This is an optimization exercise on Yosys and OpenROAD, whose aim is small area and a short achievable clock period, not a production implementation.
In this exercise RTL edits were held to simulation tests only and were not proved equivalent to the original.
Power figures rest on the tool's default switching activity, not on a simulated workload.

Design frame_link_responder, start of the top module:
module frame_link_responder (
    input  wire        clk,
    input  wire        rst,           
    input  wire        byte_valid,
    input  wire [7:0]  rx_byte,
    output wire [7:0]  tx_byte,
    output wire        s_sync,
    input  wire        tbl_we,
    input  wire [3:0]  tbl_idx,
    input  wire        tbl_en,
    input  wire [15:0] tbl_id,
    input  wire [31:0] tbl_val,
    output reg         pull_query,
    output reg  [3:0]  pull_idx,
    output reg         frame_valid,
    output wire        frame_pull,
    output wire [15:0] frame_id,
    output wire [31:0] frame_value,
    input  wire        wd_inc,
    input  wire        wd_expire,
    input  wire [15:0] wd_threshold,
    output reg         wd_safety,
    output reg         wd_tripped
);
==> module frame_link_responder, before the edit <==
module frame_link_responder (
    input  wire        clk,
    input  wire        rst,           
    input  wire        byte_valid,
    input  wire [7:0]  rx_byte,
    output wire [7:0]  tx_byte,
    output wire        s_sync,
    input  wire        tbl_we,
    input  wire [3:0]  tbl_idx,
    input  wire        tbl_en,
    input  wire [15:0] tbl_id,
    input  wire [31:0] tbl_val,
    output reg         pull_query,
    output reg  [3:0]  pull_idx,
    output reg         frame_valid,
    output wire        frame_pull,
    output wire [15:0] frame_id,
    output wire [31:0] frame_value,
    input  wire        wd_inc,
    input  wire        wd_expire,
    input  wire [15:0] wd_threshold,
    output reg         wd_safety,
    output reg         wd_tripped
);
    reg        sync_r;
    reg [8:0]  ph;            
    reg [7:0]  id0, id1;
    reg [31:0] vb;            
    reg        is_pull;
    reg [7:0]  tx_reg;
    assign tx_byte     = tx_reg;
    assign s_sync      = sync_r;
    assign frame_pull  = is_pull;
    assign frame_id    = {id1, id0};
    assign frame_value = vb;
    wire [7:0]  qn_lo = ph[0] ? rx_byte : id0;
    wire [7:0]  qn_hi = ph[1] ? rx_byte : id1;
    wire        in_eq = (tbl_id == {qn_hi, id0});
    wire        in_lo = (tbl_id[7:0] == qn_lo);
    wire [15:0] mn;               
    wire [31:0] val [0:15];
    wire [15:0] s;
    genvar g;
    generate
        for (g = 0; g < 16; g = g + 1) begin : ent
            reg [15:0] t_id;
            reg [31:0] t_val;
            reg        t_en;
            reg        t_lo;
            reg        t_s;
            wire we = tbl_we && (tbl_idx == g);
            always @(posedge clk)
                if (we) begin
                    t_id  <= tbl_id;
                    t_val <= tbl_val;
                end
            always @(posedge clk)
                if (rst)     t_en <= 1'b0;
                else if (we) t_en <= tbl_en;
            always @(posedge clk)
                t_lo <= we ? in_lo : (t_id[7:0] == qn_lo);
            assign mn[g] = we ? (tbl_en && in_eq)
                              : (t_en && t_lo && (t_id[15:8] == qn_hi));
            if (g == 0) begin : p0
                always @(posedge clk) t_s <= mn[0];
            end else begin : pn
                always @(posedge clk) t_s <= mn[g] && !(|mn[g-1:0]);
            end
            assign s[g]   = t_s;
            assign val[g] = t_val;
        end
    endgenerate
    reg hit;
    always @(posedge clk) hit <= |mn;
    reg [31:0] hv;
    reg [3:0]  hidx;
    integer i;
    always @(*) begin
        hv   = 32'd0;
        hidx = 4'd0;
        for (i = 0; i < 16; i = i + 1) begin
            hv   = hv | (val[i] & {32{s[i]}});
            hidx = hidx | (i[3:0] & {4{s[i]}});
        end
    end
    wire [7:0] seq_byte = {{4{ph[8]}}, ph[8] | ph[0], ph[8] | ph[1] | ph[2] | ph[3] | ph[4],
                           ph[8] | ph[1] | ph[2] | ph[5] | ph[6],
                           ph[8] | ph[1] | ph[3] | ph[5] | ph[7]};
    wire [7:0] vtop = is_pull ? vb[7:0] : rx_byte;
    always @(posedge clk) begin
        if (rst) begin
            sync_r      <= 1'b0;
            ph          <= 9'd1;
            tx_reg      <= 8'd0;
            pull_query  <= 1'b0;
            frame_valid <= 1'b0;
        end else begin
            pull_query  <= 1'b0;
            frame_valid <= 1'b0;
            if (byte_valid) begin
                if (!sync_r) begin
                    if (rx_byte == seq_byte) begin
                        if (ph[8]) begin                     
                            sync_r <= 1'b1;
                            ph     <= 9'd1;
                            tx_reg <= 8'h00;
                        end else begin                       
                            ph     <= {ph[7:0], 1'b0};
                            tx_reg <= seq_byte;
                        end
                    end else begin                           
                        ph     <= 9'd1;
                        tx_reg <= 8'h00;
                    end
                end else begin
                    ph <= {ph[7:0], 1'b0};
                    if (ph[0]) begin
                        id0    <= rx_byte;
                        tx_reg <= rx_byte;
                    end
                    if (ph[1]) begin
                        id1    <= rx_byte;
                        tx_reg <= rx_byte;
                    end
                    if (ph[2]) begin                          
                        is_pull <= hit;
                        if (hit) begin
                            vb         <= {hv[7:0], hv[31:8]};
                            tx_reg     <= hv[7:0];
                            pull_query <= 1'b1;
                            pull_idx   <= hidx;
                        end else begin
                            vb     <= {rx_byte, vb[31:8]};
                            tx_reg <= rx_byte;
                        end
                    end
                    if (ph[3] | ph[4] | ph[5]) begin          
                        vb     <= {vtop, vb[31:8]};
                        tx_reg <= vtop;
                    end
                    if (ph[6] | ph[7]) begin
                        if (rx_byte == 8'hFF) begin           
                            tx_reg <= ph[7] ? id1 : id0;
                        end else begin                        
                            tx_reg <= 8'h00;
                            ph     <= 9'd1;
                            sync_r <= 1'b0;
                        end
                    end
                    if (ph[8]) begin                          
                        tx_reg      <= 8'h00;
                        ph          <= 9'd1;
                        frame_valid <= 1'b1;
                    end
                end
            end
        end
    end
    reg [15:0] wd_counter;
    always @(posedge clk) begin
        if (rst) begin
            wd_counter <= 16'd0;
            wd_safety  <= 1'b0;
            wd_tripped <= 1'b0;
        end else begin
            wd_safety <= 1'b0;
            if (wd_expire) begin                              
                if (wd_counter < wd_threshold) begin
                    wd_tripped <= 1'b1;
                    wd_safety  <= 1'b1;
                end else begin
                    wd_tripped <= 1'b0;
                end
                wd_counter <= {15'd0, wd_inc};
            end else if (wd_inc && wd_counter != 16'hFFFF) begin  
                wd_counter <= wd_counter + 16'd1;
            end
        end
    end
endmodule
clock: 5.5 ns
lec_check: 0
cap_margin: 20
core_margin: 2
core_utilization: 40
setup_slack_margin: 3.0
slew_margin: 20
tns_end_percent: 10
standard.sh (not shown) runs the stock make flow with config.mk's settings and CLKGATE_MAP_FILE= SYNTH_SCRIPT=/design/flow/synth_recipe.tcl, a recipe that flattens the netlist after the stock synthesis.
==> flow/flow/run.sh <==
#!/bin/bash
set -euo pipefail
bash standard.sh finish \
  BUFFER_PORTS_ARGS="-buffer_cell sky130_fd_sc_hd__buf_2" \
  CTS_ARGS="-sink_clustering_enable -repair_clock_nets -dont_use_dummy_load -sink_clustering_size 25 -sink_clustering_max_diameter 80" \
  > standard_flow.log 2>&1
Edit:
--- a/flow/design.v
+++ b/flow/design.v
@@ -33,10 +33,10 @@
     assign frame_pull  = is_pull;
     assign frame_id    = {id1, id0};
     assign frame_value = vb;
     wire [7:0]  qn_lo = ph[0] ? rx_byte : id0;
-    wire [7:0]  qn_hi = ph[1] ? rx_byte : id1;
-    wire        in_eq = (tbl_id == {qn_hi, id0});
+    wire        in_eq = (tbl_id[7:0] == id0) &&
+                        (ph[1] ? (tbl_id[15:8] == rx_byte) : (tbl_id[15:8] == id1));
     wire        in_lo = (tbl_id[7:0] == qn_lo);
     wire [15:0] mn;               
     wire [31:0] val [0:15];
     wire [15:0] s;
@@ -46,8 +46,9 @@
             reg [15:0] t_id;
             reg [31:0] t_val;
             reg        t_en;
             reg        t_lo;
+            reg        t_m;
             reg        t_s;
             wire we = tbl_we && (tbl_idx == g);
             always @(posedge clk)
                 if (we) begin
@@ -58,10 +59,13 @@
                 if (rst)     t_en <= 1'b0;
                 else if (we) t_en <= tbl_en;
             always @(posedge clk)
                 t_lo <= we ? in_lo : (t_id[7:0] == qn_lo);
-            assign mn[g] = we ? (tbl_en && in_eq)
-                              : (t_en && t_lo && (t_id[15:8] == qn_hi));
+            assign mn[g] = we    ? (tbl_en && in_eq) :
+                           ph[1] ? (t_en && t_lo && (t_id[15:8] == rx_byte)) :
+                                   t_m;
+            always @(posedge clk)
+                t_m <= mn[g];
             if (g == 0) begin : p0
                 always @(posedge clk) t_s <= mn[0];
             end else begin : pn
                 always @(posedge clk) t_s <= mn[g] && !(|mn[g-1:0]);
=>
- The new run finished clean
- synthesized cell count goes up by 1.8%
- wire length goes up by 0.65%
- cell count goes up by 1.2%
- power goes up by 6.8%
- non-clock buffer count goes up by 5
- clock power goes up by about 4%
- register-to-register slack stays flat

==> static timing again, ports no longer ideal <==
The flow's constraints put no driver on any port. The routed layouts listed below were extracted and timed again, unchanged, in two steps. Step 1, drivers: a clkbuf_16 drives clk and a buf_2 each remaining input, both assumed. Step 2 adds t to the input delays and takes it off the output delays; t is the mean of the earliest and latest rising clock arrival at the registers after step 1. Input paths then give back, and output paths get back, about the clock's delay inside the block. Three values: ideal ports, drivers, drivers and shift; two values: the first two.
run	t (ns)	setup WS [ns]	clock arrival spread, ns	pins driven straight from the clock port
the first run	0.663	2.779 / 2.749 / 2.085	0.069 / 0.069	1
the second run	0.690	2.736 / 2.733 / 2.090	0.097 / 0.097	1
After both steps every run listed still meets setup and hold. For the first run, which loses most, drivers alone change the setup slack by -0.030 ns; drivers and shift together by -0.694 ns.
